What follows belongs to an exercise in optimizing a design on an open flow for small area, a short achievable clock period and few clock cycles; a production flow would make more cautious choices.
At most, simulation tests tie the RTL to the original design; equivalence was not proved.
Only the layout flow was run in runs 3 to 6; the RTL was not checked for function there.
Power and IR drop assume default switching activity.

==> flow/design.v <==
module sw_link_core (
    input  wire         clk,
    input  wire         rst,             
    input  wire [7:0]   cfg_self_addr,   
    input  wire [7:0]   cfg_peer_addr,   
    input  wire [6:0]   prog_len,        
    output wire [5:0]   prog_addr,       
    input  wire [7:0]   prog_data,       
    output wire         call_valid,
    output wire [3:0]   call_op,
    output wire [3:0]   call_len,
    output wire [111:0] call_data,
    input  wire         call_ready,
    input  wire         resp_ok,
    input  wire [1:0]   resp_mode,
    input  wire [3:0]   resp_len,
    input  wire [111:0] resp_data,
    input  wire         irq_rx,          
    input  wire         host_req,        
    input  wire [23:0]  host_slots,
    output wire [5:0]   err,
    output wire [1:0]   rej_reason,
    output wire [1:0]   lsm_state,
    output wire [5:0]   ord_code,
    output wire         halted
);
    localparam [3:0] OP_ENTER_RX    = 4'd0,
                     OP_TX_NONEMPTY = 4'd1,
                     OP_FLUSH_TX    = 4'd2,
                     OP_SEND        = 4'd3,
                     OP_READ_STATUS = 4'd4,
                     OP_RX_NONEMPTY = 4'd5,
                     OP_FLUSH_RX    = 4'd6,
                     OP_RECEIVE     = 4'd7,
                     OP_SAMPLE      = 4'd8,
                     OP_EMIT        = 4'd9;
    localparam [1:0] M_IDLE = 2'd0, M_RX = 2'd1, M_TX = 2'd2, M_REC = 2'd3;
    localparam [4:0] X_NOP        = 5'b00_000,
                     X_SAMPLE     = 5'b00_010,
                     X_HOSTFWD    = 5'b00_011,
                     X_ORDREQ_ACK = 5'b00_100,
                     X_ENC_VALUE  = 5'b01_000,
                     X_ENC_ORDER  = 5'b01_001,
                     X_DEC_VALUE  = 5'b01_010,
                     X_DEC_ORDER  = 5'b01_011,
                     X_ORD_PACK   = 5'b10_000,
                     X_ORD_TAGCUR = 5'b10_001,
                     X_ORD_UNPACK = 5'b10_010,
                     X_ORD_APPLY  = 5'b10_011,
                     X_LINK_INIT  = 5'b11_000,
                     X_LINK_SEND  = 5'b11_001,
                     X_LINK_REARM = 5'b11_010,
                     X_LINK_RECV  = 5'b11_011,
                     X_LINK_RXDONE= 5'b11_100;
    localparam [7:0] CH_T = 8'h54, CH_L = 8'h4C, CH_H = 8'h48;
    function known;
        input [7:0] b;
        known = (b == CH_T) || (b == CH_L) || (b == CH_H);
    endfunction
    function [1:0] code_of;
        input [7:0] b;
        code_of = (b == CH_T) ? 2'b00 : (b == CH_L) ? 2'b01 : 2'b10;
    endfunction
    reg [5:0]   pc;
    reg         halt_r;
    reg [4:0]   ir;            
    reg         cv;            
    reg [3:0]   cop;           
    reg [2:0]   spin_n;        
    reg [79:0]  cd;            
    reg [5:0]   op_tag;
    reg [31:0]  op_temp;
    reg [15:0]  op_hum;
    reg [31:0]  op_lux;
    reg [7:0]   op_slot0, op_slot1, op_slot2;
    reg [7:0]   res_tag;
    reg [31:0]  res_temp;
    reg [15:0]  res_hum;
    reg [31:0]  res_lux;
    reg [1:0]   rs_c0, rs_c1, rs_c2;
    reg         rs_e01, rs_e02, rs_e12;
    reg [87:0]  txb;
    reg         tx_nz, tx_14;
    reg [87:0]  rxb;
    reg         rx_vok, rx_ook;
    reg         rx_pend, order_pend, res_valid, ord_ok;
    reg [1:0]   lsm;
    reg [3:0]   stall_cnt;
    reg [5:0]   err_r;
    reg [1:0]   rej_r;
    reg [1:0]   ord0, ord1, ord2;
    assign prog_addr  = pc;
    assign call_valid = cv;
    assign call_op    = cop;
    assign call_len   = {tx_14, 2'b11, 1'b0};
    assign call_data  = {txb[87:56], cd};
    assign err        = err_r;
    assign rej_reason = rej_r;
    assign lsm_state  = lsm;
    assign ord_code   = {ord2, ord1, ord0};
    assign halted     = halt_r;
    wire        hs = cv & call_ready;
    wire        rs_tx    = (resp_mode == M_TX);
    wire        rs_rx    = (resp_mode == M_RX);
    wire        spin_more = rs_tx & (spin_n != 3'd7);
    wire        is_send  = (ir == X_LINK_SEND);
    wire        is_rearm = (ir == X_LINK_REARM);
    wire        forced   = ~rs_rx & (stall_cnt >= 4'd10);
    reg         last;
    always @(*) begin
        case (cop)
            OP_TX_NONEMPTY, OP_FLUSH_TX, OP_SEND,
            OP_RX_NONEMPTY, OP_FLUSH_RX:   last = 1'b0;
            OP_READ_STATUS:                last = ~spin_more & ~(is_rearm & forced);
            default:                       last = 1'b1;
        endcase
    end
    wire        adv = ~cv | (call_ready & last);
    wire [1:0]  t_c0 = res_tag[5:4];
    wire [1:0]  t_c1 = res_tag[3:2];
    wire [1:0]  t_c2 = res_tag[1:0];
    wire        un_r1 = res_tag[7];
    wire        un_r2 = (t_c0 == t_c1) | (t_c0 == t_c2) | (t_c1 == t_c2);
    wire        un_r3 = (&t_c0) | (&t_c1) | (&t_c2);
    wire        un_ok = ~un_r1 & ~un_r2 & ~un_r3;
    wire        ap_r2 = rs_e01 | rs_e02 | rs_e12;
    wire        ap_r3 = (&rs_c0) | (&rs_c1) | (&rs_c2);
    wire        ap_ok = ~ap_r2 & ~ap_r3;
    wire        pk_ok = known(op_slot0) & known(op_slot1) & known(op_slot2);
    wire [7:0]  rx_b3 = rxb[7:0];
    wire [7:0]  rx_b4 = rxb[15:8];
    wire [7:0]  rx_b5 = rxb[23:16];
    function [1:0] code3;
        input [7:0] b;
        code3 = known(b) ? code_of(b) : 2'b11;
    endfunction
    reg         rx_pend_d, order_pend_d, res_valid_d, ord_ok_d;
    always @(*) begin
        rx_pend_d = rx_pend;
        if (hs && cop == OP_ENTER_RX && ir == X_LINK_RXDONE) rx_pend_d = 1'b0;
        if (irq_rx) rx_pend_d = 1'b1;
        order_pend_d = order_pend;
        if (ir == X_ORDREQ_ACK) order_pend_d = 1'b0;
        if (host_req) order_pend_d = 1'b1;
        res_valid_d = res_valid;
        if (ir == X_DEC_VALUE) res_valid_d = rx_vok;
        if (ir == X_DEC_ORDER) res_valid_d = rx_ook;
        ord_ok_d = ord_ok;
        if (ir == X_ORD_UNPACK) ord_ok_d = un_ok;
        if (ir == X_ORD_APPLY)  ord_ok_d = ap_ok;
    end
    wire        rcv_hs   = hs & (cop == OP_RECEIVE);
    wire        rx_match = (resp_data[15:8] == cfg_self_addr);
    wire        rx_vok_d = rcv_hs ? resp_ok & (resp_len >= 4'd14) & rx_match : rx_vok;
    wire        rx_ook_d = rcv_hs ? resp_ok & (resp_len >= 4'd6)  & rx_match : rx_ook;
    wire        tx_nz_d = tx_nz | (ir == X_ENC_VALUE) | (ir == X_ENC_ORDER);
    wire [7:0]  w = prog_data;
    reg         w_legal;
    always @(*) begin
        case (w)
            8'h00, 8'h01, 8'h02, 8'h03, 8'h04,
            8'h10, 8'h11, 8'h12, 8'h13,
            8'h20, 8'h21, 8'h22, 8'h23,
            8'h30, 8'h31, 8'h32, 8'h33, 8'h34: w_legal = 1'b1;
            default:                           w_legal = w[7];
        endcase
    end
    wire        f_halt = ({1'b0, pc} >= prog_len) | ~w_legal;
    wire        w_ctl  = w[7] | (w[7:1] == 7'd0);      
    reg         skip_no;     
    always @(*) begin
        case (w[5:4])
            2'd0: skip_no = ~rx_pend_d;
            2'd1: skip_no = ~order_pend_d;
            2'd2: skip_no = ~res_valid_d;
            default: skip_no = ~ord_ok_d;
        endcase
    end
    wire [5:0]  pc_inc  = pc + 6'd1;
    wire [5:0]  pc_skip = pc + 6'd1 + {2'b00, w[3:0]};
    reg         j_v;
    reg  [5:0]  j_key, j_to;
    reg         p_seq;           
    reg         mg;              
    reg         sr_v;
    reg  [5:0]  sr_at;
    reg  [5:0]  prev_pc;         
    reg         p_tsk;           
    wire        j_hit   = j_v & (j_key == pc);
    wire        w_tsk   = (w[7:6] == 2'b10) & skip_no;
    wire        sr_hit  = sr_v & (sr_at == pc) & skip_no;
    wire [5:0]  pc_nxt  = ~w_ctl            ? (j_hit ? j_to : pc_inc) :
                          (w[7:6] == 2'b11) ? w[5:0]  :
                          w_tsk             ? (sr_hit ? j_to : pc_skip) : pc_inc;
    wire        w_static = (w[7:6] == 2'b11) | (w[7:1] == 7'd0);
    wire [5:0]  w_succ   = w[7] ? w[5:0] : pc_inc;
    wire        take     = adv & ~halt_r;
    always @(posedge clk) begin
        if (rst) begin
            j_v   <= 1'b0;
            mg    <= 1'b0;
            p_seq <= 1'b0;
            sr_v  <= 1'b0;
            p_tsk <= 1'b0;
        end else if (take) begin
            mg      <= (~w_ctl & j_hit) | (w_tsk & sr_hit);
            p_seq   <= ~w_ctl & ~j_hit;
            p_tsk   <= w_tsk & ~sr_hit;
            prev_pc <= pc;
            if (w_static && (mg || p_seq)) j_v <= 1'b1;
            if (w_static && p_seq && !mg) sr_v <= 1'b0;
            else if (w_static && p_tsk && j_v && j_key == pc - 6'd1) begin
                sr_v  <= 1'b1;
                sr_at <= prev_pc;
            end
        end
    end
    always @(posedge clk) begin
        if (!halt_r && w_static && (mg || p_seq)) begin
            j_to <= w_succ;
            if (!mg) j_key <= pc - 6'd1;
        end
    end
    reg         w_call;
    reg [3:0]   w_op;
    always @(*) begin
        w_call = 1'b1;
        case (w[5:0])
            6'h02:   w_op = OP_SAMPLE;
            6'h03:   w_op = OP_EMIT;
            6'h31:   begin w_op = OP_TX_NONEMPTY; w_call = tx_nz_d; end
            6'h32:   w_op = OP_READ_STATUS;
            6'h33:   w_op = OP_RECEIVE;
            6'h30,
            6'h34:   w_op = OP_ENTER_RX;
            default: begin w_op = OP_ENTER_RX; w_call = 1'b0; end
        endcase
        if (w_ctl) w_call = 1'b0;
    end
    wire        dec_v      = (ir == X_DEC_VALUE) & rx_vok;
    wire [7:0]  res_tag_d  = dec_v ? rx_b3      : res_tag;
    wire [31:0] res_temp_d = dec_v ? rxb[39:8]  : res_temp;
    wire [15:0] res_hum_d  = dec_v ? rxb[55:40] : res_hum;
    wire [31:0] res_lux_d  = dec_v ? rxb[87:56] : res_lux;
    wire [87:0] txb_d      = (ir == X_ENC_VALUE) ? {op_lux, op_hum, op_temp, 2'b00, op_tag} :
                             (ir == X_ENC_ORDER) ? {txb[87:24], op_slot2, op_slot1, op_slot0} :
                                                   txb;
    wire        tx_14_d    = (ir == X_ENC_VALUE) | (tx_14 & (ir != X_ENC_ORDER));
    wire        send_pend  = cv & (ir == X_LINK_SEND) & (cop != OP_READ_STATUS);
    wire        cd_res     = ~send_pend;
    always @(posedge clk)
        cd <= cd_res ? {res_hum_d, res_lux_d, res_temp_d}
                     : {txb_d[55:0], cfg_self_addr, cfg_peer_addr, 4'b0000, tx_14_d, 3'b101};
    always @(posedge clk) begin
        if (rst) begin
            pc     <= 6'd0;
            halt_r <= 1'b0;
            ir     <= X_NOP;
            cv     <= 1'b0;
            cop    <= OP_ENTER_RX;
            spin_n <= 3'd0;
        end else begin
            if (hs) begin
                case (cop)
                    OP_TX_NONEMPTY: cop <= resp_ok ? OP_FLUSH_TX : OP_SEND;
                    OP_FLUSH_TX:    cop <= OP_SEND;
                    OP_SEND:        begin cop <= OP_READ_STATUS; spin_n <= 3'd0; end
                    OP_READ_STATUS: begin
                        spin_n <= spin_n + 3'd1;
                        if (!spin_more) cop <= OP_RX_NONEMPTY;
                    end
                    OP_RX_NONEMPTY: cop <= resp_ok ? OP_FLUSH_RX : OP_ENTER_RX;
                    OP_FLUSH_RX:    cop <= OP_ENTER_RX;
                    default: ;
                endcase
            end
            if (adv) begin
                ir     <= (halt_r | w_ctl) ? X_NOP : {w[5:4], w[2:0]};
                cv     <= w_call & ~halt_r & ~f_halt;
                cop    <= w_op;
                spin_n <= 3'd0;
                if (!halt_r) begin
                    if (f_halt) halt_r <= 1'b1;
                    else        pc     <= pc_nxt;
                end
            end
        end
    end
    always @(posedge clk) begin
        if (rst) begin
            op_tag     <= 6'd0;
            op_temp    <= 32'd0;
            op_hum     <= 16'd0;
            op_lux     <= 32'd0;
            op_slot0   <= 8'd0;
            op_slot1   <= 8'd0;
            op_slot2   <= 8'd0;
            res_tag    <= 8'd0;
            res_temp   <= 32'd0;
            res_hum    <= 16'd0;
            res_lux    <= 32'd0;
            rs_c0      <= 2'b11;
            rs_c1      <= 2'b11;
            rs_c2      <= 2'b11;
            rs_e01     <= 1'b1;
            rs_e02     <= 1'b1;
            rs_e12     <= 1'b1;
            tx_nz      <= 1'b0;
            tx_14      <= 1'b0;
            rx_vok     <= 1'b0;
            rx_ook     <= 1'b0;
            lsm        <= M_IDLE;
            stall_cnt  <= 4'd0;
            err_r      <= 6'd0;
            rej_r      <= 2'd0;
            ord0       <= 2'b00;      
            ord1       <= 2'b01;      
            ord2       <= 2'b10;      
        end else begin
            case (ir)
            X_ENC_VALUE, X_ENC_ORDER: begin
                tx_nz <= 1'b1;
                tx_14 <= tx_14_d;
            end
            X_DEC_VALUE: begin
                res_tag  <= res_tag_d;
                res_temp <= res_temp_d;
                res_hum  <= res_hum_d;
                res_lux  <= res_lux_d;
            end
            X_DEC_ORDER: if (rx_ook) begin
                rs_c0  <= code3(rx_b3);
                rs_c1  <= code3(rx_b4);
                rs_c2  <= code3(rx_b5);
                rs_e01 <= (rx_b3 == rx_b4);
                rs_e02 <= (rx_b3 == rx_b5);
                rs_e12 <= (rx_b4 == rx_b5);
            end
            X_ORD_PACK: if (!halt_r) begin
                if (!pk_ok)
                    err_r[4] <= 1'b1;
                else
                    op_tag <= {code_of(op_slot0), code_of(op_slot1), code_of(op_slot2)};
            end
            X_ORD_TAGCUR: op_tag <= {ord0, ord1, ord2};
            X_ORD_UNPACK: if (!halt_r) begin
                if (un_ok) begin
                    rs_c0  <= t_c0;
                    rs_c1  <= t_c1;
                    rs_c2  <= t_c2;
                    rs_e01 <= 1'b0;
                    rs_e02 <= 1'b0;
                    rs_e12 <= 1'b0;
                end else begin
                    rej_r    <= un_r1 ? 2'd1 : un_r2 ? 2'd2 : 2'd3;
                    err_r[3] <= 1'b1;
                end
            end
            X_ORD_APPLY: if (!halt_r) begin
                if (ap_ok) begin
                    ord0 <= rs_c0;
                    ord1 <= rs_c1;
                    ord2 <= rs_c2;
                end else begin
                    rej_r    <= ap_r2 ? 2'd2 : 2'd3;
                    err_r[3] <= 1'b1;
                end
            end
            X_LINK_SEND: if (!cv && !halt_r) err_r[4] <= 1'b1;    
            default: ;
            endcase
            if (cv && cop == OP_SAMPLE) begin
                op_temp <= resp_data[31:0];
                op_hum  <= resp_data[47:32];
                op_lux  <= resp_data[79:48];
            end
            if (hs) begin
                case (cop)
                OP_ENTER_RX: begin
                    lsm <= M_RX;
                    if (ir != X_LINK_RXDONE) stall_cnt <= 4'd0;
                    if (ir == X_LINK_REARM)  err_r[2]  <= 1'b1;
                end
                OP_SEND: begin
                    if (!resp_ok) err_r[0] <= 1'b1;
                    lsm <= M_TX;
                end
                OP_READ_STATUS: if (!spin_more) begin
                    if (rs_tx) err_r[2] <= 1'b1;
                    if (is_send) begin
                        if (!rs_tx) lsm <= M_IDLE;
                    end else if (rs_rx) begin
                        stall_cnt <= 4'd0;
                        lsm       <= M_RX;
                    end else if (!forced) begin
                        stall_cnt <= stall_cnt + 4'd1;
                        lsm       <= M_REC;
                    end
                end
                OP_RECEIVE: begin
                    rx_vok <= rx_vok_d;
                    rx_ook <= rx_ook_d;
                    if (!resp_ok) err_r[1] <= 1'b1;
                end
                default: ;
                endcase
            end
            if (host_req) begin
                op_slot0 <= host_slots[7:0];
                op_slot1 <= host_slots[15:8];
                op_slot2 <= host_slots[23:16];
            end
            if (f_halt && adv && !halt_r) err_r[5] <= 1'b1;
        end
    end
    always @(posedge clk) begin
        if (rst) begin
            rx_pend    <= 1'b0;
            order_pend <= 1'b0;
            res_valid  <= 1'b0;
            ord_ok     <= 1'b0;
        end else begin
            rx_pend    <= rx_pend_d;
            order_pend <= order_pend_d;
            res_valid  <= res_valid_d;
            ord_ok     <= ord_ok_d;
        end
    end
    always @(posedge clk) begin
        txb <= txb_d;
        if (cv && cop == OP_RECEIVE)
            rxb <= resp_data[111:24];
    end
endmodule
==> flow/flow/run.sh <==
#!/bin/bash
# Standard layout, with the port buffers made of the smallest buffer cell.
set -euo pipefail
export BUFFER_PORTS_ARGS="-buffer_cell sky130_fd_sc_hd__buf_1"
bash standard.sh > standard_flow.log 2>&1
==> flow/standard.sh <==
#!/bin/bash
# synth_recipe.tcl (not shown) runs the flow's synth.tcl, then flattens the netlist and writes it again
# the make line also repeats each setting of config.mk as NAME=value (left out here)
make -C /OpenROAD-flow-scripts/flow DESIGN_CONFIG=/design/flow/config.mk WORK_HOME=/design/flow/orfs CLKGATE_MAP_FILE= SYNTH_SCRIPT=/design/flow/synth_recipe.tcl "${@:-finish}"
==> flow/config.mk <==
export PLATFORM = sky130hd
export DESIGN_NAME = sw_link_core
export DESIGN_NICKNAME = sw_link_core
export VERILOG_FILES = /design/flow/design.v
export SDC_FILE = /design/flow/constraint.sdc
export NUM_CORES = 4
export LEC_CHECK = 0
export ABC_AREA = 1
export CAP_MARGIN = 20
export CORE_MARGIN = 2
export CORE_UTILIZATION = 35
export CTS_CLUSTER_DIAMETER = 150
export CTS_CLUSTER_SIZE = 20
export SETUP_SLACK_MARGIN = 2.8
export SLEW_MARGIN = 20
==> flow/constraint.sdc <==
create_clock -name core_clock -period 5.0 [get_ports {clk}]
set_input_delay 1.0000 -clock core_clock [delete_from_list [all_inputs] [get_ports {clk}]]
set_output_delay 1.0000 -clock core_clock [all_outputs]
set_load 0.01 [all_outputs]
==> results of run 1 <==
## per-stage QoR
stage	area (µm²)	worst slack, ps	total power (µW)
2_1_floorplan	20900	2500	5000
3_3_place_gp	22500	1790	5180
3_5_place_dp	22500	1750	5190
4_1_cts	23800	2760	7800
5_1_grt	24200	2700	8060
6_report	24200	2820	7740
## cells by family after synthesis
kind of cell	Yosys count	synth area share [%]
mux	70	3.38
fa+ha+maj	17	1.06
buf+inv	357	7.47
other cells	2	0.0362
compound gates	530	13.9
xor+xnor	51	2.16
flops	539	59.0
simple gates	623	13.0
## sequential cells by signal (all words and copies together) (netlist names), 7 cells and up
| register | flops |
|---|---|
| op_slot1 | 8 |
| op_slot0 | 8 |
| res_lux | 32 |
| res_tag | 7 |
| cd | 80 |
| rxb | 88 |
| op_hum | 16 |
| op_lux | 32 |
| op_temp | 32 |
| txb | 88 |
| op_slot2 | 8 |
| res_hum | 16 |
| res_temp | 32 |
## critical path, stage by stage
cell     delay, ps
buf_2          270
nand2_1         90
inv_1          340
nor2_2         110
nor3_1         200
nand2_1         70
nor2_1         140
and3_4         270
## layout make-up
class | count | area share, %
well taps | 773 | 3.99
clock inverters | 1 | 0.0672
inverters | 220 | 3.63
repair inverters | 1 | 0.0207
multi-input cells | 1297 | 30.0
clock buffers | 55 | 3.49
flip-flops and latches | 539 | 50.7
repair buffers | 389 | 8.07
diodes | 3 | 0.0310
## per-layer routing
layer	track usage [%]	share of wire (%)
met5	0	0.14
met4	5.14	2.4
met3	4.07	6.1
met2	31.1	47
met1	24.5	44
## synth_stat cells, types with 3 or more instances
cell type	instances	share of area, %
or2_2	3	0.091
inv_1	208	3.8
a31oi_1	6	0.18
clkbuf_1	65	1.2
edfxtp_1	144	21
a21oi_2	4	0.17
buf_4	44	1.6
nor2_2	5	0.15
o32ai_1	5	0.21
nand3_1	36	0.87
clkinv_1	4	0.072
a211oi_1	8	0.29
buf_2	25	0.60
nor3_4	3	0.24
o221ai_1	13	0.55
ha_1	16	0.97
o211ai_1	16	0.58
o22ai_1	8	0.24
a22o_1	5	0.21
dfxtp_1	395	38
nor2_1	219	4.0
xor2_1	31	1.3
nor4_1	6	0.18
nor3_1	25	0.60
mux2i_1	70	3.4
nand4_1	33	1.0
o21ai_0	276	6.7
nand2_2	6	0.18
a21oi_1	176	4.3
nor2_4	4	0.22
xnor2_1	20	0.85
nand2_1	270	4.9
inv_2	8	0.14
## where the power goes
part	internal, µW	switching (µW)	total, µW
clock	1140	1420	2560
combinational	224	381	605
sequential	4530	38.5	4570
## path summary, 6_finish.rpt
kind                start  endpoint  slack (ps)  cells past startpoint
max          prog_data[7]  sr_at[4]        2820                      8
min            prev_pc[5]  sr_at[5]         430                      0
max reg2reg         pc[0]     pc[4]        2840                     10
min reg2reg    prev_pc[5]  sr_at[5]         430                      0
## what timing repair did
item / CTS / global route
setup buffers: 28 / 25
gates resized for setup: 74 / 69
pin swaps: 8 / 17
gates cloned: 2 / 4
setup endpoints to repair: 426 / 202
==> flow_summary.toml, run 1 <==
[setup_path]
critPathMaxFanout = 13
critical_path.endpoint_type = "register"
worstSetupPathType = "primary input to register"
crit_arrival_ps = 2490
cp-start-kind = "primary input"
critical_path_required_ps = 5310

[clocking]
htreeDepth = 1
clock-sinks = 539
holdBufCountCts = 0
clockRootBuffer = "clkbuf_16"
clk_pin_slew_ps = 90
clockBufferDepth = 3
cts_tree = "built"
clock_latency_ps = 620
cts_buffers = 30

[timing]
finalMaxSlewViolations = 0
rsz0062_at_grt = "yes"
fin_setup_tns_ps = 0
finClkSkew_ps = 34.2
fmax_mhz = 458
holdWs_ps = 427
relSlewSlack_pct = 26.5
finalSetupViolCount = 0
worstMarginPinSlew_ps = 1100
period_needed_ps = 2180
timing.final.crit_share_pct = 43.6
finalHoldViolCount = 0

[yosys]
postSynthCellCount = 2189
yosys_register_bits = 539
synth-async-reset-ratio_pct = 0
ys.flop_type = "dfxtp_1"
syn_area_per_cell_um2 = 9.47
seq_area_frac_synth_pct = 59.0
ys_types = 58
synth_edf_count = 144
synthesis.area_um2 = 20700
synth.yosys.warnings = 1

[routing]
ant_nets = 0
drt-total-wl_um = 59600
wire_per_inst_um = 18.2
drc_errors = 0
vias_per_cell = 4.91
vias = 16100
drt-initial-drc-count = 956
first_pass_iters = 6

[global_routing]
grt_max_degree = 129
antenna_found_initial = 8
grtUsageTotal_pct = 18.7
overflow = 0
grt_pass1_wl_um = 88700
grt_pass1_vias = 15500

[final_layout]
post-route-util_pct = 41.2
final_cell_mix = "dfxtp_1 (376), buf_1 (273), o21ai_0 (271)"
multi_input_area_um2 = 7260
finalNonFillerCells = 3278
seq_area_um2 = 12300
nNetsFinal = 2674
fillers = 5864
syn_to_final_growth_pct = 16.9
drive_gt1_share_pct = 10.6
layout.cells.most_common = "dfxtp_1"

[placed_design]
dp_cells = 3160
dpl.hpwl_um = 40700
numPortBuffers = 318
gp_congestion = 0.839

[outcome]
status = "complete, no violations"

[die]
ios = 323
die-height_um = 247
initial_utilization_pct = 35.2
die_w_um = 247
core_um2 = 58800
num_rows = 89
dieArea_um2 = 61200

[power]
cellLeakagePower_uw = 0.00921
p_per_area_nw_per_um2 = 319
vdd_drop_max_mv = 0.296

[job]
cap_violations = 0

[hold_path]
hold_class = "register to register"
Testbench counts, summed over its fixed seeds: cycles 28,475.
==> run 2, diff against run 1 <==
--- a/flow/config.mk
+++ b/flow/config.mk
@@ -8,8 +8,8 @@
 export ABC_AREA = 1
 export CAP_MARGIN = 20
 export CORE_MARGIN = 2
-export CORE_UTILIZATION = 35
+export CORE_UTILIZATION = 45
 export CTS_CLUSTER_DIAMETER = 150
-export CTS_CLUSTER_SIZE = 20
+export CTS_CLUSTER_SIZE = 25
 export SETUP_SLACK_MARGIN = 2.8
 export SLEW_MARGIN = 20
==> flow_summary.toml, run 2 <==
[outcome]
status = "complete, no violations"

[clocking]
clock_latency_ps = 580
clk_pin_slew_ps = 110
clockRootBuffer = "clkbuf_16"
cts_buffers = 25
htreeDepth = 1
clockBufferDepth = 3
cts_tree = "built"
clock-sinks = 539

[yosys]
yosysMostFrequentCell = "dfxtp_1"
postSynthCellCount = 2189
synthTopCellsByArea = "dfxtp_1 (38%), edfxtp_1 (21%), o21ai_0 (6.7%), nand2_1 (4.9%), a21oi_1 (4.3%)"
synth-simple-area-share_pct = 13.0
synth_top_family_by_area = "compound AO/OA/AOI/OAI gates"
synth_fa_ha_area_share_pct = 1.06
seq_area_frac_synth_pct = 59.0
yosys.area_share.xor_xnor_pct = 2.16
synth_compound_gate_area_share_pct = 13.9
yosysTopAreaCell = "dfxtp_1"
synth_edf_count = 144
ys.flop_type = "dfxtp_1"
synthesis.area_um2 = 20700
synth-async-reset-ratio_pct = 0
synth.yosys.warnings = 1
synth_common_cells = "dfxtp_1 (395), o21ai_0 (276), nand2_1 (270), nor2_1 (219), inv_1 (208)"
synth_top_area_share_pct = 38.2
ys_types = 58
muxShareOfSynthArea_pct = 3.38
yosys_register_bits = 539
syn_area_per_cell_um2 = 9.47

[setup_path]
r2r_slack_ps = 2790
critPathMaxFanout = 7
cp-start-kind = "primary input"
critical_path.endpoint_type = "register"
worstSetupPathType = "primary input to register"
critical_path_required_ps = 5470
crit_arrival_ps = 2690

[timing]
period_needed_ps = 2220
relSlewSlack_pct = 59.9
finalHoldViolCount = 0
finalMaxSlewViolations = 0
fmax_mhz = 451
worstMarginPinSlew_ps = 600
finClkSkew_ps = 24.4
timing.final.crit_share_pct = 44.3
finalSetupViolCount = 0
rsz0062_at_grt = "yes"
fin_setup_tns_ps = 0

[power]
p_int_uw = 5740
p_per_area_nw_per_um2 = 316
vdd_drop_max_mv = 0.309
swShare_pct = 23.8
seqPwrFrac_pct = 60.8
pwr-share-clk_pct = 31.0
pwr-share-comb_pct = 8.2
cellLeakagePower_uw = 0.00902
switchingPower_uw = 1790

[routing]
wire_per_inst_um = 18.3
drt-initial-drc-count = 1067
drt-total-wl_um = 56500
vias = 15900
ant_nets = 0
drc_errors = 0
vias_per_cell = 5.15
first_pass_iters = 5

[final_layout]
final_cell_mix = "dfxtp_1 (375), buf_1 (292), o21ai_0 (267)"
nNetsFinal = 2660
post-route-util_pct = 52.5
top_regs = "rxb: 88 flops, txb: 88 flops, cd: 80 flops"
syn_to_final_growth_pct = 14.9
drive_gt1_share_pct = 9.67
seq_area_um2 = 12300
fillers = 4289
layout.cells.most_common = "dfxtp_1"
multi_input_area_um2 = 7320

[global_routing]
grt_max_degree = 114
overflow = 0
grtUsageTotal_pct = 23.0
grt_pass1_vias = 15300
grt_pass1_wl_um = 85500
antenna_found_initial = 9

[die]
core_um2 = 45400
ios = 323
initial_utilization_pct = 45.7
dieArea_um2 = 47800
num_rows = 78
die-height_um = 219
die_w_um = 219

[placed_design]
gp_congestion = 0.864
dpl.hpwl_um = 37600
numPortBuffers = 318

[job]
cap_violations = 0

[hold_path]
hold_class = "register to register"
-- run 2: cell types whose count changed in the layout (fill, tap and decap cells not counted), sizes merged --
cell	before	now
clkbuf	81	59
diode	3	8
buf	363	365
clkinv	5	6
nand3	39	40
nor2	229	228
-- run 2: layout make-up --
class	instances	share of cell area, %
multi-input combinational	1297	30.7
sequential	539	51.6
clock inverter	2	0.105
antenna	8	0.0841
timing repair inverter	1	0.0210
tap	600	3.15
clock buffer	44	2.93
timing repair buffer	380	7.67
inverter	220	3.68
-- run 2: logic make-up (layout without fill, tap and decap cells) --
logic type,after synthesis,in the layout
xor gates and xnor gates,51,51
AOI/OAI and AO/OA,530,530
and+or+nand+nor,623,626
other,2,11
muxes,70,70
DFF,539,539
buffers and inverters,357,647
adders and majority gates,17,17
-- run 2: critical path: stages --
cell and delay [ps]:
clkbuf_4 170, inv_2 90, nand3_1 110, nor3_2 120, a21oi_1 70, o21ai_2 250, o211ai_1 260, nor2_4 270
clkinv_4 150, nor2_2 130, a21oi_2 60
-- run 2: final timing paths --
path                     start       end  depth (start not counted)
setup / recovery  prog_data[1]     pc[4]                         11
hold reg to reg     prev_pc[3]  sr_at[3]                          0
setup reg to reg         pc[0]     pc[4]                         10
hold / removal      prev_pc[3]  sr_at[3]                          0
-- run 2: stage by stage --
stage          setup WS [ps]  instances  power [µW]  instance area, µm²  hold slack [ps]
3_5_place_dp            1800       2985        5180               22300              406
2_1_floorplan           2500       2190        5000               20900              400
6_report                2780       3091        7520               23800              427
4_1_cts                 2720       3066        7550               23400              430
3_3_place_gp            1830       2985        5170               22300              400
5_1_grt                 2690       3086        7810               23800              439
-- run 2: timing repair --
item	CTS	global route
endpoints found under the hold margin	0	0
endpoints found under the setup margin	350	200
pin swaps	11	27
hold buffers	0	0
buffers inserted	32	15
gates resized for setup	55	78
cloned	3	2
-- run 2: power by group through the flow --
stage	sequential (µW)	combinational, µW	clock, µW
floorplan	4670	329	0
global placement	4680	487	0
detailed placement	4680	494	0
CTS	4570	563	2410
global route	4580	679	2550
finish	4570	616	2340
-- run 2: routing by layer --
| metal | global-route usage (%) | share of wire, % |
|---|---|---|
| met1 | 30.1 | 43 |
| met2 | 38.6 | 48 |
| met3 | 4.09 | 5.7 |
| met4 | 6.96 | 2.9 |
| met5 | 0 | 0.099 |
==> run 3, diff against run 2 <==
--- a/flow/design.v
+++ b/flow/design.v
@@ -181,46 +181,52 @@
     reg         j_v;
     reg  [5:0]  j_key, j_to;
     reg         p_seq;           
+    reg         p_nc;            
     reg         mg;              
-    reg         sr_v;
-    reg  [5:0]  sr_at;
-    reg  [5:0]  prev_pc;         
-    reg         p_tsk;           
+    reg         s_v;
+    reg  [5:0]  s_key, s_to;     
+    reg  [1:0]  s_flag;
+    wire        w_calls = (w == 8'h02) | (w == 8'h03) |
+                          ((w[7:3] == 5'b00110) & (w[2:0] <= 3'd4));
+    wire [3:0]  f_val   = {ord_ok_d,
+                           (w == 8'h12) ? rx_vok_d : (w == 8'h13) ? rx_ook_d : res_valid_d,
+                           order_pend_d & (w != 8'h04),
+                           rx_pend_d};
+    wire [5:0]  pc_inc2 = pc + 6'd2;
     wire        j_hit   = j_v & (j_key == pc);
-    wire        w_tsk   = (w[7:6] == 2'b10) & skip_no;
-    wire        sr_hit  = sr_v & (sr_at == pc) & skip_no;
-    wire [5:0]  pc_nxt  = ~w_ctl            ? (j_hit ? j_to : pc_inc) :
-                          (w[7:6] == 2'b11) ? w[5:0]  :
-                          w_tsk             ? (sr_hit ? j_to : pc_skip) : pc_inc;
+    wire        s_hit   = s_v & (s_key == pc);
+    wire [5:0]  pc_nxt  = ~w_ctl                       ? (j_hit ? j_to :
+                                                          s_hit ? (f_val[s_flag] ? pc_inc2 : s_to) :
+                                                          pc_inc) :
+                          (w[7:6] == 2'b11)            ? w[5:0]  :
+                          (w[7:6] == 2'b10 && skip_no) ? pc_skip : pc_inc;
     wire        w_static = (w[7:6] == 2'b11) | (w[7:1] == 7'd0);
     wire [5:0]  w_succ   = w[7] ? w[5:0] : pc_inc;
     wire        take     = adv & ~halt_r;
     always @(posedge clk) begin
         if (rst) begin
             j_v   <= 1'b0;
+            s_v   <= 1'b0;
             mg    <= 1'b0;
             p_seq <= 1'b0;
-            sr_v  <= 1'b0;
-            p_tsk <= 1'b0;
+            p_nc  <= 1'b0;
         end else if (take) begin
-            mg      <= (~w_ctl & j_hit) | (w_tsk & sr_hit);
-            p_seq   <= ~w_ctl & ~j_hit;
-            p_tsk   <= w_tsk & ~sr_hit;
-            prev_pc <= pc;
-            if (w_static && (mg || p_seq)) j_v <= 1'b1;
-            if (w_static && p_seq && !mg) sr_v <= 1'b0;
-            else if (w_static && p_tsk && j_v && j_key == pc - 6'd1) begin
-                sr_v  <= 1'b1;
-                sr_at <= prev_pc;
+            mg    <= ~w_ctl & j_hit;
+            p_seq <= ~w_ctl & ~j_hit & ~s_hit;
+            p_nc  <= ~w_ctl & ~j_hit & ~s_hit & ~w_calls & (w != 8'h22) & (w != 8'h23);
+            if (w[7:6] == 2'b10 && p_nc) begin
+                s_v    <= 1'b1;
+                s_key  <= pc - 6'd1;
+                s_flag <= w[5:4];
+                s_to   <= pc_skip;
+            end
+            if (w_static && (mg || p_seq)) begin
+                j_v  <= 1'b1;
+                j_to <= w_succ;
+                if (!mg) j_key <= pc - 6'd1;
             end
         end
     end
-    always @(posedge clk) begin
-        if (!halt_r && w_static && (mg || p_seq)) begin
-            j_to <= w_succ;
-            if (!mg) j_key <= pc - 6'd1;
-        end
-    end
     reg         w_call;
     reg [3:0]   w_op;
     always @(*) begin
@@ -247,7 +253,7 @@
                                                    txb;
     wire        tx_14_d    = (ir == X_ENC_VALUE) | (tx_14 & (ir != X_ENC_ORDER));
     wire        send_pend  = cv & (ir == X_LINK_SEND) & (cop != OP_READ_STATUS);
-    wire        cd_res     = ~send_pend;
+    wire        cd_res     = (cv & (ir == X_HOSTFWD)) | ((w == 8'h03) & ~send_pend);
     always @(posedge clk)
         cd <= cd_res ? {res_hum_d, res_lux_d, res_temp_d}
                      : {txb_d[55:0], cfg_self_addr, cfg_peer_addr, 4'b0000, tx_14_d, 3'b101};
@@ -369,13 +375,13 @@
             X_LINK_SEND: if (!cv && !halt_r) err_r[4] <= 1'b1;    
             default: ;
             endcase
-            if (cv && cop == OP_SAMPLE) begin
-                op_temp <= resp_data[31:0];
-                op_hum  <= resp_data[47:32];
-                op_lux  <= resp_data[79:48];
-            end
             if (hs) begin
                 case (cop)
+                OP_SAMPLE: begin
+                    op_temp <= resp_data[31:0];
+                    op_hum  <= resp_data[47:32];
+                    op_lux  <= resp_data[79:48];
+                end
                 OP_ENTER_RX: begin
                     lsm <= M_RX;
                     if (ir != X_LINK_RXDONE) stall_cnt <= 4'd0;
@@ -428,7 +434,7 @@
     end
     always @(posedge clk) begin
         txb <= txb_d;
-        if (cv && cop == OP_RECEIVE)
+        if (hs && cop == OP_RECEIVE && resp_ok)
             rxb <= resp_data[111:24];
     end
 endmodule
==> flow/config.mk (replaced) <==
export PLATFORM = sky130hd
export DESIGN_NAME = sw_link_core
export DESIGN_NICKNAME = sw_link_core
export VERILOG_FILES = /design/flow/design.v
export SDC_FILE = /design/flow/constraint.sdc
export NUM_CORES = 4
export LEC_CHECK = 0
export CAP_MARGIN = 20
export CORE_MARGIN = 2
export CORE_UTILIZATION = 35
export CTS_CLUSTER_DIAMETER = 150
export CTS_CLUSTER_SIZE = 25
export SETUP_SLACK_MARGIN = 2.4
export SLEW_MARGIN = 20
==> flow_summary.toml, run 3 <==
[timing]
worstMarginPinSlew_ps = 1060
finClkSkew_ps = 18.7
finalSetupViolCount = 0
timing.final.crit_share_pct = 51.1
finalHoldViolCount = 0
period_needed_ps = 2550
holdWs_ps = 454
fin_setup_tns_ps = 0
rsz0062_at_grt = "yes"
fmax_mhz = 391
finalMaxSlewViolations = 0
relSlewSlack_pct = 29.2

[yosys]
syn_area_per_cell_um2 = 10.4
synthTopCellsByArea = "dfxtp_1 (37%), edfxtp_1 (21%), mux2i_1 (7.3%), nand2_1 (4.7%), a21oi_1 (4.4%)"
synth_top_area_share_pct = 37.4
seq_area_frac_synth_pct = 58.1
yosysMostFrequentCell = "dfxtp_1"
synth.yosys.warnings = 1
synth_edf_count = 146
ys.flop_type = "dfxtp_1"
muxShareOfSynthArea_pct = 9.47
ys_types = 69
synth_top_family_by_area = "simple AND/OR/NAND/NOR gates"
yosys_register_bits = 541
synthesis.area_um2 = 21100
yosys.area_share.xor_xnor_pct = 2.65
postSynthCellCount = 2039
synth_common_cells = "dfxtp_1 (395), nand2_1 (263), nor2_1 (245), a21oi_1 (187), mux2i_1 (154)"
synth-simple-area-share_pct = 14.6
synth_fa_ha_area_share_pct = 1.22
synth-async-reset-ratio_pct = 0
synth_compound_gate_area_share_pct = 9.79
yosysTopAreaCell = "dfxtp_1"

[routing]
vias = 15500
first_pass_iters = 6
ant_nets = 0
drt-initial-drc-count = 1049
drc_errors = 0
drt-total-wl_um = 58800
vias_per_cell = 5.07
wire_per_inst_um = 19.2

[setup_path]
critPathMaxFanout = 26
worstSetupPathType = "primary input to register"
crit_start = "host_req"
r2r_start = "pc[2]"
crit_arrival_ps = 2980
critical_path.endpoint_type = "register"
critical_path_required_ps = 5420
cp-start-kind = "primary input"

[clocking]
holdBufCountCts = 0
clk_pin_slew_ps = 110
clockRootBuffer = "clkbuf_16"
cts_tree = "built"
clock-sinks = 541
clockBufferDepth = 3
cts_buffers = 25
clock_latency_ps = 590
htreeDepth = 1

[final_layout]
fillers = 5922
top_regs = "rxb: 88 flops, txb: 88 flops, cd: 80 flops"
final_cell_mix = "dfxtp_1 (383), buf_1 (313), nand2_1 (260)"
drive_gt1_share_pct = 7.74
post-route-cell-area_um2 = 24000
syn_to_final_growth_pct = 13.3
layout.cells.most_common = "dfxtp_1"
nNetsFinal = 2456

[die]
core_um2 = 60000
die-height_um = 250
num_rows = 90
initial_utilization_pct = 35.2
ios = 323
die_w_um = 250
dieArea_um2 = 62400

[global_routing]
antenna_found_initial = 8
grt_max_degree = 199
grt_pass1_wl_um = 89000
grt_pass1_vias = 14900
grtUsageTotal_pct = 18.2
overflow = 0

[power]
cellLeakagePower_uw = 0.00905
p_int_uw = 5880
pwr-share-clk_pct = 30.3
switchingPower_uw = 1900
seqPwrFrac_pct = 60.8
swShare_pct = 24.4
pwr-share-comb_pct = 8.9
vdd_drop_max_mv = 0.257
p_per_area_nw_per_um2 = 325

[placed_design]
dpl.hpwl_um = 39500
gp_congestion = 0.905
placed_area_um2 = 22900
numPortBuffers = 318

[job]
cap_violations = 0

[hold_path]
worstHoldStart = "err_r[3]"
hold_class = "register to register"

[outcome]
status = "complete, no violations"
[run 3: worst max-delay path, cell delays in order]
cell      delay (ps)
clkbuf_2          90
buf_6            300
nor2_1            90
a41oi_1          410
o311ai_1         180
o311a_1          170
o211ai_4         180
mux2_2           390
nand2_1           80
a221oi_2          60
[run 3: path summary, 6_finish.rpt]
kind	slack, ps	depth (start not counted)	end
min reg2reg	450	2	err_r[3]
max	2450	10	pc[2]
max reg2reg	2500	10	pc[5]
min	450	2	err_r[3]
[run 3: cells by family after synthesis]
logic type / after synthesis
compound gates: 338
other cells: 2
flops: 541
xor+xnor: 64
buf+inv: 185
simple gates: 694
fa+ha+maj: 20
mux: 195
[run 3: power by group through the flow]
stage / clock network, µW / registers [µW] / logic, µW
6_report: 2360 / 4730 / 693
3_3_place_gp: 0 / 4830 / 651
4_1_cts: 2460 / 4740 / 682
5_1_grt: 2600 / 4750 / 768
2_1_floorplan: 0 / 4830 / 404
3_5_place_dp: 0 / 4830 / 663
[run 3: cell type report]
class	instances	area [µm²]	share of cell area [%]
Clock buffer	43	693	2.89
Antenna cell	2	5.00	0.0209
Sequential cell	541	12300	51.4
Clock inverter	2	20.0	0.0836
Timing Repair Buffer	348	1530	6.37
Tap cell	782	978	4.08
Multi-Input combinational cell	1316	8310	34.7
Inverter	25	101	0.423
[run 3: repair_timing]
action / 4_1_cts / 5_1_grt
pin swaps: 2 / 3
cloned: 3 / 0
resized for setup: 35 / 30
buffers inserted: 5 / 7
endpoints found under the setup margin: 196 / 144
[run 3: routing by layer]
layer	up-vias	part of all wire [%]	GRT usage [%]
met5	-	0.14	0
met4	12	2.2	3.65
met3	77	5.6	3.20
met2	398	48	30.7
met1	7565	44	24.4
li1	7443	-	-
[run 3: through the flow]
step	cells	total power [µW]	setup slack, ps	utilization [%]
after detailed placement	2997	5500	1700	38.1
final	3059	7780	2450	39.9
after floorplan	2040	5240	2060	-
after CTS	3050	7870	2330	39.7
after global routing	3059	8120	2330	39.9
after global placement	2997	5480	1690	38.1
==> run 4, diff against run 3 <==
--- a/flow/config.mk
+++ b/flow/config.mk
@@ -5,10 +5,11 @@
 export SDC_FILE = /design/flow/constraint.sdc
 export NUM_CORES = 4
 export LEC_CHECK = 0
+export ABC_AREA = 1
 export CAP_MARGIN = 20
 export CORE_MARGIN = 2
 export CORE_UTILIZATION = 35
 export CTS_CLUSTER_DIAMETER = 150
 export CTS_CLUSTER_SIZE = 25
-export SETUP_SLACK_MARGIN = 2.4
+export SETUP_SLACK_MARGIN = 2.8
 export SLEW_MARGIN = 20
==> flow_summary.toml, run 4 <==
[outcome]
status = "complete, no violations"

[power]
cellLeakagePower_uw = 0.00988
swShare_pct = 25.8
switchingPower_uw = 2080
pwr-share-comb_pct = 11.6
pwr-share-clk_pct = 29.8
p_int_uw = 6000
p_total_uw = 8090
p_per_area_nw_per_um2 = 321
vdd_drop_max_mv = 0.256
seqPwrFrac_pct = 58.6

[global_routing]
grt_pass1_wl_um = 93300
grt_max_degree = 161
grt_pass1_vias = 16200
overflow = 0
antenna_found_initial = 7
grtUsageTotal_pct = 19.0

[timing]
finalSetupViolCount = 0
relSlewSlack_pct = 44.4
fin_setup_tns_ps = 0
finClkSkew_ps = 26.3
worstMarginPinSlew_ps = 834
finalHoldViolCount = 0
fmax_mhz = 419
finalMaxSlewViolations = 0
rsz0062_at_grt = "yes"
finalWorstSetupSlack_ps = 2610
timing.final.crit_share_pct = 47.7
period_needed_ps = 2390

[placed_design]
dpl.hpwl_um = 41400
gp_congestion = 0.915
placed_area_um2 = 22900
numPortBuffers = 318
place_ws_ps = 1650

[yosys]
syn_area_per_cell_um2 = 9.12
synthTopCellsByArea = "dfxtp_1 (37%), edfxtp_1 (21%), o21ai_0 (6.1%), nand2_1 (5.9%), a21oi_1 (4.6%)"
ys_types = 56
yosysTopAreaCell = "dfxtp_1"
synth-async-reset-ratio_pct = 0
synth.yosys.warnings = 1
yosys_register_bits = 541
synth_common_cells = "dfxtp_1 (395), nand2_1 (332), o21ai_0 (258), nor2_1 (251), inv_1 (222)"
yosysMostFrequentCell = "dfxtp_1"
synth_edf_count = 146
postSynthCellCount = 2318
synth_top_area_share_pct = 37.4
synthesis.area_um2 = 21200
seq_area_frac_synth_pct = 58.1
ys.flop_type = "dfxtp_1"

[routing]
vias_per_cell = 4.92
first_pass_iters = 5
drt-total-wl_um = 62900
vias = 16800
drt-initial-drc-count = 1191
ant_nets = 0
wire_per_inst_um = 18.4
drc_errors = 0

[die]
die_w_um = 250
ios = 323
initial_utilization_pct = 35.2
die-height_um = 250
num_rows = 90
dieArea_um2 = 62400
core_um2 = 60000

[clocking]
clock-sinks = 541
clockRootBuffer = "clkbuf_16"
cts_tree = "built"
cts_buffers = 25
htreeDepth = 1
clockBufferDepth = 3
clk_pin_slew_ps = 110
clock_latency_ps = 620

[setup_path]
r2r_start = "pc[0]"
timing.rr.end = "pc[4]"
r2r_cells = 17
crit_start = "pc[0]"
worstSetupPathType = "register to output pin"
critical_path.endpoint_type = "output pin"
r2r_slack_ps = 2630
critPathMaxFanout = 5
critical_path_required_ps = 4000
crit_end = "prog_addr[0]"
cp-start-kind = "register"
crit_arrival_ps = 1390

[final_layout]
seq_area_um2 = 12400
post-route-util_pct = 42.0
drive_gt1_share_pct = 13.2
syn_to_final_growth_pct = 19.0
layout.cells.most_common = "dfxtp_1"
top_regs = "rxb: 88 flops, txb: 88 flops, cd: 80 flops"
post-route-cell-area_um2 = 25200
nNetsFinal = 2815
multi_input_area_um2 = 7820
final_cell_mix = "dfxtp_1 (360), nand2_1 (319), buf_1 (264)"
fillers = 5981

[job]
cap_violations = 0

[hold_path]
hold_class = "register to register"
worstHoldStart = "op_temp[24]"
run 4: changes by cell type in the layout (fill, tap and decap cells not counted), sizes merged, moves of 36 or more:
cell	change
nand3	+40
mux2	-41
mux2i	-84
o21ai	+263
o21a	-36
nand2	+83
inv	+212
and3	-37
run 4: power by group through the flow:
stage          sequential (µW)  combinational [µW]  clock [µW]
3_3_place_gp              4840                 749           0
6_report                  4740                 937        2410
3_5_place_dp              4850                 759           0
2_1_floorplan             4860                 421           0
5_1_grt                   4750                1030        2640
4_1_cts                   4740                 891        2500
run 4: cells by family after synthesis:
kind of cell               share of synthesized area (%)
DFF                                                 58.1
muxes                                               3.31
other                                             0.0355
buffers and inverters                               7.76
and+or+nand+nor                                     14.4
adders and majority gates                           1.22
AOI/OAI and AO/OA                                   13.5
xor gates and xnor gates                            1.70
run 4: critical path, stage by stage (launching register included):
cell	delay, ps
dfxtp_4	400
buf_4	140
buf_6	120
buf_6	110
run 4: layer usage:
layer	track usage [%]	wire, µm	vias to the layer above
met1	25.0	27900	7985
met5	0	63	-
met3	5.29	4820	84
li1	-	-	8238
met2	31.5	28900	484
met4	3.60	1200	10
run 4: metrics by stage:
stage / instances / hold WS [ps]
finish: 3418 / 453
global route: 3416 / 475
CTS: 3393 / 456
detailed placement: 3291 / 442
global placement: 3291 / 437
floorplan: 2319 / 422
run 4: how the worst min path moves through the flow:
stage	end	cells past startpoint
global placement	op_hum[15]	2
CTS	op_hum[0]	2
global route	op_temp[23]	2
detailed placement	op_hum[4]	2
floorplan	j_v	2
finish	op_temp[24]	2
run 4: what timing repair did:
action                     CTS  global route
gates cloned                 8             3
setup buffers               49            20
pin swaps                   31            25
gates resized for setup    156           103
setup endpoints to repair  390           264
hold buffers                 0             0
run 4: cell type report:
cell class / instances / share of cell area, %
Timing Repair inverter: 6 / 0.229
Inverter: 240 / 3.90
Sequential cell: 541 / 49.2
Timing Repair Buffer: 402 / 8.75
Tap cell: 782 / 3.89
Multi-Input combinational cell: 1400 / 31.1
Antenna cell: 2 / 0.0199
Clock inverter: 2 / 0.109
Clock buffer: 43 / 2.84
==> run 5, diff against run 4 <==
--- a/flow/design.v
+++ b/flow/design.v
@@ -178,55 +178,76 @@
     end
     wire [5:0]  pc_inc  = pc + 6'd1;
     wire [5:0]  pc_skip = pc + 6'd1 + {2'b00, w[3:0]};
-    reg         j_v;
-    reg  [5:0]  j_key, j_to;
+    reg  [2:0]  c_v;
+    reg  [5:0]  c_key0, c_key1, c_key2;
+    reg  [8:0]  c_pay0, c_pay1, c_pay2;
+    reg  [1:0]  c_rr;            
     reg         p_seq;           
-    reg         p_nc;            
-    reg         mg;              
-    reg         s_v;
-    reg  [5:0]  s_key, s_to;     
-    reg  [1:0]  s_flag;
-    wire        w_calls = (w == 8'h02) | (w == 8'h03) |
-                          ((w[7:3] == 5'b00110) & (w[2:0] <= 3'd4));
+    reg  [2:0]  mg;              
+    wire [5:0]  pc_dec  = pc - 6'd1;
+    wire [5:0]  pc_inc2 = pc + 6'd2;
+    wire [2:0]  hit = {c_v[2] & (c_key2 == pc), c_v[1] & (c_key1 == pc),
+                       c_v[0] & (c_key0 == pc)};
+    wire        w_calls = (w == 8'h02) | (w == 8'h03) | (w[7:3] == 5'b00110 & w[2:0] <= 3'd4);
     wire [3:0]  f_val   = {ord_ok_d,
                            (w == 8'h12) ? rx_vok_d : (w == 8'h13) ? rx_ook_d : res_valid_d,
                            order_pend_d & (w != 8'h04),
                            rx_pend_d};
-    wire [5:0]  pc_inc2 = pc + 6'd2;
-    wire        j_hit   = j_v & (j_key == pc);
-    wire        s_hit   = s_v & (s_key == pc);
-    wire [5:0]  pc_nxt  = ~w_ctl                       ? (j_hit ? j_to :
-                                                          s_hit ? (f_val[s_flag] ? pc_inc2 : s_to) :
-                                                          pc_inc) :
+    wire [3:0]  f_known = {(w != 8'h22) & (w != 8'h23),     
+                           1'b1,                            
+                           (w == 8'h04) | ~w_calls | order_pend_d,   
+                           (w != 8'h34) & (~w_calls | rx_pend_d)};   
+    function [6:0] c_fold;       
+        input       h;
+        input [8:0] pay;
+        input [3:0] fv, fk;
+        input [5:0] inc2;
+        begin
+            c_fold[6]   = h & (~pay[8] | fk[pay[7:6]]);
+            c_fold[5:0] = {6{c_fold[6]}} & ((~pay[8] | ~fv[pay[7:6]]) ? pay[5:0] : inc2);
+        end
+    endfunction
+    wire [6:0]  fo0 = c_fold(hit[0], c_pay0, f_val, f_known, pc_inc2);
+    wire [6:0]  fo1 = c_fold(hit[1], c_pay1, f_val, f_known, pc_inc2);
+    wire [6:0]  fo2 = c_fold(hit[2], c_pay2, f_val, f_known, pc_inc2);
+    wire        fold    = fo0[6] | fo1[6] | fo2[6];
+    wire [5:0]  fold_to = fo0[5:0] | fo1[5:0] | fo2[5:0];
+    wire [2:0]  fold_st = {fo2[6] & ~c_pay2[8], fo1[6] & ~c_pay1[8], fo0[6] & ~c_pay0[8]};
+    wire [5:0]  pc_nxt  = ~w_ctl                       ? (fold ? fold_to : pc_inc) :
                           (w[7:6] == 2'b11)            ? w[5:0]  :
                           (w[7:6] == 2'b10 && skip_no) ? pc_skip : pc_inc;
     wire        w_static = (w[7:6] == 2'b11) | (w[7:1] == 7'd0);
     wire [5:0]  w_succ   = w[7] ? w[5:0] : pc_inc;
+    wire [8:0]  w_pay    = w_static ? {3'b000, w_succ} : {1'b1, w[5:4], pc_skip};
     wire        take     = adv & ~halt_r;
+    wire        merge = take & w_ctl & w_static & (|mg);
+    wire        ins   = take & w_ctl & ~(w_static & (|mg)) & p_seq;
+    wire        wr0   = ins & (c_rr == 2'd0);
+    wire        wr1   = ins & (c_rr == 2'd1);
+    wire        wr2   = ins & (c_rr == 2'd2);
     always @(posedge clk) begin
         if (rst) begin
-            j_v   <= 1'b0;
-            s_v   <= 1'b0;
-            mg    <= 1'b0;
+            c_v   <= 3'd0;
+            c_rr  <= 2'd0;
+            mg    <= 3'd0;
             p_seq <= 1'b0;
-            p_nc  <= 1'b0;
         end else if (take) begin
-            mg    <= ~w_ctl & j_hit;
-            p_seq <= ~w_ctl & ~j_hit & ~s_hit;
-            p_nc  <= ~w_ctl & ~j_hit & ~s_hit & ~w_calls & (w != 8'h22) & (w != 8'h23);
-            if (w[7:6] == 2'b10 && p_nc) begin
-                s_v    <= 1'b1;
-                s_key  <= pc - 6'd1;
-                s_flag <= w[5:4];
-                s_to   <= pc_skip;
-            end
-            if (w_static && (mg || p_seq)) begin
-                j_v  <= 1'b1;
-                j_to <= w_succ;
-                if (!mg) j_key <= pc - 6'd1;
+            mg    <= w_ctl ? 3'd0 : fold_st;
+            p_seq <= ~w_ctl & ~(|hit);
+            if (ins) begin
+                c_v[c_rr] <= 1'b1;
+                c_rr      <= (c_rr == 2'd2) ? 2'd0 : c_rr + 2'd1;
             end
         end
     end
+    always @(posedge clk) begin
+        if (wr0) begin c_key0 <= pc_dec; c_pay0 <= w_pay; end
+        else if (merge & mg[0]) c_pay0 <= {3'b000, w_succ};
+        if (wr1) begin c_key1 <= pc_dec; c_pay1 <= w_pay; end
+        else if (merge & mg[1]) c_pay1 <= {3'b000, w_succ};
+        if (wr2) begin c_key2 <= pc_dec; c_pay2 <= w_pay; end
+        else if (merge & mg[2]) c_pay2 <= {3'b000, w_succ};
+    end
     reg         w_call;
     reg [3:0]   w_op;
     always @(*) begin
--- a/flow/config.mk
+++ b/flow/config.mk
@@ -5,11 +5,10 @@
 export SDC_FILE = /design/flow/constraint.sdc
 export NUM_CORES = 4
 export LEC_CHECK = 0
-export ABC_AREA = 1
 export CAP_MARGIN = 20
 export CORE_MARGIN = 2
 export CORE_UTILIZATION = 35
 export CTS_CLUSTER_DIAMETER = 150
 export CTS_CLUSTER_SIZE = 25
-export SETUP_SLACK_MARGIN = 2.8
+export SETUP_SLACK_MARGIN = 2.4
 export SLEW_MARGIN = 20
==> flow_summary.toml, run 5 <==
[outcome]
status = "complete, no violations"

[routing]
met2_length_um = 32200
drc_errors = 0
first_pass_iters = 5
maxUsedRoutingLayer = "met5"
vias_per_cell = 5.09
wl_met1_um = 29800
ant_nets = 0
vias = 17200
dr_wl_met3_um = 3910
drt-initial-drc-count = 1130
drt-total-wl_um = 66700
wire_per_inst_um = 19.8

[die]
ios = 323
dieArea_um2 = 67900
die-height_um = 261
core_um2 = 65500
num_rows = 94
initial_utilization_pct = 35.2
die_w_um = 261

[timing]
worstMarginPinSlew_ps = 1070
timing.final.crit_share_pct = 54.7
finClkSkew_ps = 12.6
period_needed_ps = 2740
relSlewSlack_pct = 28.8
fin_setup_tns_ps = 0
fmax_mhz = 366
finalSetupViolCount = 0
rsz0062_at_grt = "yes"
holdWs_ps = 456
finalHoldViolCount = 0
finalMaxSlewViolations = 0

[final_layout]
drive_gt1_share_pct = 12.3
top_regs = "rxb: 88 flops, txb: 88 flops, cd: 80 flops"
final_cell_mix = "dfxtp_1 (375), buf_1 (306), nor2_1 (290)"
nNetsFinal = 2692
finalNonFillerCells = 3377
syn_to_final_growth_pct = 16.8
antenna_cells = 0
layout.cells.most_common = "dfxtp_1"
post-route-util_pct = 41.1

[global_routing]
grtUsageTotal_pct = 18.7
antenna_found_initial = 6
overflow = 0
grt_pass1_vias = 16500
grt_max_degree = 178
grt_pass1_wl_um = 98800

[yosys]
synth_edf_count = 165
synthesis.area_um2 = 23000
yosysTopAreaCell = "dfxtp_1"
synth_top_area_share_pct = 34.7
ys.flop_type = "dfxtp_1"
yosys_register_bits = 564
syn_area_per_cell_um2 = 10.3
synth_common_cells = "dfxtp_1 (399), nor2_1 (301), nand2_1 (247), a21oi_1 (201), mux2i_1 (174)"
synth.yosys.warnings = 1
ys_types = 101
synth-async-reset-ratio_pct = 0
seq_area_frac_synth_pct = 56.2
yosysMostFrequentCell = "dfxtp_1"
postSynthCellCount = 2231
synthTopCellsByArea = "dfxtp_1 (35%), edfxtp_1 (22%), mux2i_1 (7.6%), nor2_1 (4.9%), a21oi_1 (4.4%)"

[placed_design]
dpl.hpwl_um = 44400
gp_congestion = 0.874
numPortBuffers = 318
dp_cells = 3257

[clocking]
clockBufferDepth = 3
cts_tree = "built"
clock_latency_ps = 590
cts_buffers = 26
clk_pin_slew_ps = 110
clock-sinks = 564
htreeDepth = 1
clockRootBuffer = "clkbuf_16"

[hold_path]
hold_class = "register to register"

[power]
p_int_uw = 6260
pwr-share-comb_pct = 10.6
cellLeakagePower_uw = 0.0101
switchingPower_uw = 2090
p_per_area_nw_per_um2 = 310
pwr-share-clk_pct = 30.2
swShare_pct = 25.0
vdd_drop_max_mv = 0.245
p_total_uw = 8350
seqPwrFrac_pct = 59.2

[setup_path]
critical_path_required_ps = 5450
crit_arrival_ps = 3180
cp-start-kind = "primary input"
critPathMaxFanout = 5
critical_path.endpoint_type = "register"
worstSetupPathType = "primary input to register"

[job]
cap_violations = 0
==> run 5: metrics by stage <==
step | area (µm²) | setup WS, ps
global route | 26900 | 2160
global placement | 24800 | 1010
floorplan | 23200 | 1940
finish | 26900 | 2260
detailed placement | 24800 | 898
CTS | 26300 | 2260
==> run 5: final timing paths <==
check               start        end  slack [ps]  cells past startpoint
max reg2reg         ir[3]      pc[4]        2340                      8
max          prog_data[7]      pc[2]        2260                     12
min             op_lux[3]  op_lux[3]         460                      2
min reg2reg     op_lux[3]  op_lux[3]         460                      2
==> run 5: power groups by stage <==
stage | registers, µW | logic [µW] | clock network, µW
floorplan | 5050 | 470 | 0
global placement | 5060 | 749 | 0
detailed placement | 5060 | 762 | 0
CTS | 4950 | 827 | 2620
global route | 4960 | 968 | 2770
finish | 4940 | 886 | 2520
==> run 5: final cells by class <==
class / instances / area (µm²)
clock inverters: 1 / 8.76
repair buffers: 408 / 2170
flip-flops and latches: 564 / 13000
fillers: 6356 / 38600
well taps: 864 / 1080
inverters: 30 / 120
clock buffers: 47 / 772
multi-input cells: 1463 / 9750
==> run 5: worst max-delay path, stage by stage <==
cell and delay, ps:
buf_12 100, buf_12 120, or4b_4 570, nor4_4 170, nand4bb_1 220, nand4_1 200, o211ai_4 150, buf_6 160
mux2i_1 140, o22ai_1 100, o21ai_1 160, o22ai_1 90
==> run 5: logic make-up (layout without fill, tap and decap cells) <==
kind of cell,Yosys count,after routing,share of synthesized area [%]
flip-flops,564,564,56.2
XOR/XNOR,72,72,2.74
other,2,3,0.0326
AND/OR/NAND/NOR,760,764,15.1
multiplexers,209,209,9.27
buffers and inverters,212,486,4.39
adder cells (fa/ha/maj),21,21,1.16
AO/OA/AOI/OAI,391,394,11.1
==> run 5: repair_timing <==
action / 4_1_cts / 5_1_grt
setup buffers: 34 / 29
hold buffers: 0 / 0
setup endpoints to repair: 335 / 187
pin swaps: 32 / 46
resized for setup: 90 / 87
cloned: 5 / 4
==> run 5: per-layer routing <==
layer	track usage, %	vias to the layer above
met5	0	-
met2	31.8	440
met4	3.19	10
met3	3.78	68
li1	-	8239
met1	24.8	8427
==> run 6, diff against run 5 <==
--- a/flow/config.mk
+++ b/flow/config.mk
@@ -5,10 +5,11 @@
 export SDC_FILE = /design/flow/constraint.sdc
 export NUM_CORES = 4
 export LEC_CHECK = 0
+export ABC_AREA = 1
 export CAP_MARGIN = 20
 export CORE_MARGIN = 2
 export CORE_UTILIZATION = 35
 export CTS_CLUSTER_DIAMETER = 150
 export CTS_CLUSTER_SIZE = 25
-export SETUP_SLACK_MARGIN = 2.4
+export SETUP_SLACK_MARGIN = 2.8
 export SLEW_MARGIN = 20
==> flow_summary.toml, run 6 <==
[setup_path]
critical_path_required_ps = 5310
worstSetupPathType = "register to register"
cp-start-kind = "register"
crit_arrival_ps = 2790
critical_path.endpoint_type = "register"
critPathMaxFanout = 5

[timing]
fmax_mhz = 404
finalHoldViolCount = 0
finalMaxSlewViolations = 0
finalSetupViolCount = 0
period_needed_ps = 2480
worstMarginPinSlew_ps = 1040
finalWorstSetupSlack_ps = 2520
fin_setup_tns_ps = 0
timing.final.crit_share_pct = 49.5
finClkSkew_ps = 35.8
relSlewSlack_pct = 30.0
rsz0062_at_grt = "yes"

[final_layout]
drive_gt1_share_pct = 17.1
top_regs = "rxb: 88 flops, txb: 88 flops, cd: 80 flops"
finalNonFillerCells = 3828
syn_to_final_growth_pct = 23.4
fillers = 6366
final_cell_mix = "nand2_1 (390), nor2_1 (379), dfxtp_1 (372)"
layout.cells.most_common = "nand2_1"
nNetsFinal = 3150
multi_input_area_um2 = 9430
seq_area_um2 = 13000

[routing]
maxUsedRoutingLayer = "met5"
wl_met1_um = 32300
vias = 18800
met2_length_um = 33500
first_pass_iters = 8
wire_per_inst_um = 18.9
drt-total-wl_um = 72500
vias_per_cell = 4.90
dr_wl_met3_um = 5090
ant_nets = 0
drc_errors = 0
drt-initial-drc-count = 1480

[yosys]
yosysTopAreaCell = "dfxtp_1"
syn_area_per_cell_um2 = 8.83
synthTopCellsByArea = "dfxtp_1 (35%), edfxtp_1 (22%), nand2_1 (7.1%), nor2_1 (6.7%), o21ai_0 (5.7%)"
synth_common_cells = "nand2_1 (432), nor2_1 (410), dfxtp_1 (399), o21ai_0 (259), inv_1 (203)"
synth.yosys.warnings = 1
synth_edf_count = 165
postSynthCellCount = 2596
synth_top_area_share_pct = 34.8
synth-async-reset-ratio_pct = 0
ys.flop_type = "dfxtp_1"
synthesis.area_um2 = 22900
ys_types = 62
seq_area_frac_synth_pct = 56.5
yosys_register_bits = 564
yosysMostFrequentCell = "nand2_1"

[power]
p_per_area_nw_per_um2 = 304
pwr-share-clk_pct = 28.8
seqPwrFrac_pct = 57.7
switchingPower_uw = 2290
swShare_pct = 26.6
vdd_drop_max_mv = 0.237
cellLeakagePower_uw = 0.0115
pwr-share-comb_pct = 13.5
p_int_uw = 6320

[placed_design]
dp_cells = 3641
dpl.hpwl_um = 47100
gp_congestion = 0.922
numPortBuffers = 318
place_ws_ps = 1310

[die]
core_um2 = 64600
dieArea_um2 = 67600
num_rows = 93
die_w_um = 260
die-height_um = 260
ios = 323
initial_utilization_pct = 35.5

[job]
cap_violations = 0

[clocking]
clockBufferDepth = 3
holdBufCountCts = 0
clock_latency_ps = 610
htreeDepth = 1
cts_tree = "built"
clock-sinks = 564
cts_buffers = 26
clk_pin_slew_ps = 110
clockRootBuffer = "clkbuf_16"

[outcome]
status = "complete, no violations"

[global_routing]
overflow = 0
grt_pass1_wl_um = 107000
grt_max_degree = 96
antenna_found_initial = 6
grtUsageTotal_pct = 20.6
grt_pass1_vias = 17900

[hold_path]
hold_class = "register to register"
==> run 6: cell families (layout without fill, tap and decap cells) <==
kind of cell,Yosys count,in the layout,share of synthesized area [%]
xor gates and xnor gates,44,44,1.68
adders and majority gates,20,20,1.12
muxes,76,76,3.32
buffers and inverters,366,735,6.91
other,2,6,0.0328
AOI/OAI and AO/OA,497,498,11.7
and+or+nand+nor,1027,1030,18.8
DFF,564,564,56.5
==> run 6: final cells by class <==
cell class              instances  area share, %
inverters                     221           3.59
repair inverters                8          0.398
clock inverters                 2          0.115
clock buffers                  45           2.55
well taps                     855           3.78
repair buffers                459           10.2
flip-flops and latches        564           46.0
multi-input cells            1671           33.3
diodes                          3         0.0265
==> run 6: final timing paths <==
kind	to	depth (start not counted)	from	slack (ps)
setup / recovery	c_pay2[4]	13	pc[0]	2520
hold / removal	txb[47]	2	txb[47]	450
hold reg to reg	txb[47]	2	txb[47]	450
setup reg to reg	c_pay2[4]	13	pc[0]	2520
==> run 6: through the flow <==
stage | hold slack (ps) | utilization, % | power, µW | area [µm²]
after floorplan | 416 | - | 5620 | 23300
after global placement | 429 | 38.6 | 5970 | 24900
after detailed placement | 431 | 38.6 | 5980 | 24900
after CTS | 456 | 42.3 | 8580 | 27300
after global routing | 476 | 43.8 | 8970 | 28300
final | 454 | 43.8 | 8610 | 28300
==> run 6: worst max-delay path, cell delays in order (launching register included) <==
cell	delay, ps
dfxtp_4	420
clkinvlp_4	120
buf_12	150
ha_4	250
fa_2	370
nand2_2	100
nand2_2	60
a21oi_2	140
xor2_1	110
buf_4	200
nand2_4	70
o21ai_4	70
nand2_1	90
o21ai_1	50
==> run 6: what timing repair did <==
action | 4_1_cts | 5_1_grt
gates cloned | 14 | 5
gates resized for setup | 235 | 186
pin swaps | 50 | 55
setup endpoints to repair | 569 | 384
setup buffers | 85 | 33
==> run 6: power by group through the flow <==
stage          sequential [µW]  clock [µW]  combinational, µW
3_3_place_gp              5080           0                890
5_1_grt                   4980        2710               1280
6_report                  4970        2480               1160
3_5_place_dp              5080           0                898
2_1_floorplan             5090           0                526
4_1_cts                   4970        2550               1070
==> run 6: routing by layer <==
layer  up-vias  track usage, %
met4         8            4.37
met2       509            33.8
met5         -               0
met3        92            4.31
met1      8880            28.0
li1       9275               -

re-timing with driven ports:
In the flow no input, the clock included, has a driving cell. The finished layouts below were timed again as built, in two steps.
Step 1, drivers: a clkbuf_16 drives clk and a buf_2 each remaining input, both assumed.
Step 2 moves the port delays by t, midway between the first and last clock arrival at a register: inputs arrive t later, outputs are due t later. That takes back most of the time a late clock gives input paths.
a / b / c = ideal ports / drivers / drivers and shift; a / b = the first two.
| run | t, ns | slack for setup (ns) | hold slack, ns | slew at the worst register clock pin (ns) | worst data-port slew with drivers (ns) |
|---|---|---|---|---|---|
| run 1 | 0.657 | 2.818 / 2.766 / 2.167 | 0.427 / 0.427 / 0.427 | 0.09 / 0.09 | 0.09 |
| run 2 | 0.625 | 2.783 / 2.760 / 2.181 | 0.427 / 0.427 / 0.427 | 0.11 / 0.11 | 0.09 |
| run 3 | 0.641 | 2.445 / 2.479 / 1.838 | 0.454 / 0.454 / 0.454 | 0.11 / 0.11 | 0.12 |
| run 4 | 0.665 | 2.614 / 2.552 / 2.024 | 0.453 / 0.453 / 0.453 | 0.11 / 0.11 | 0.11 |
| run 5 | 0.647 | 2.264 / 2.279 / 1.632 | 0.456 / 0.456 / 0.456 | 0.11 / 0.11 | 0.09 |
| run 6 | 0.655 | 2.524 / 2.524 / 2.001 | 0.454 / 0.454 / 0.454 | 0.11 / 0.11 | 0.10 |
After both steps setup and hold are still met in every run listed. The setup slack of run 1, which loses most, moves by -0.052 ns with the drivers and by -0.651 ns with both steps.
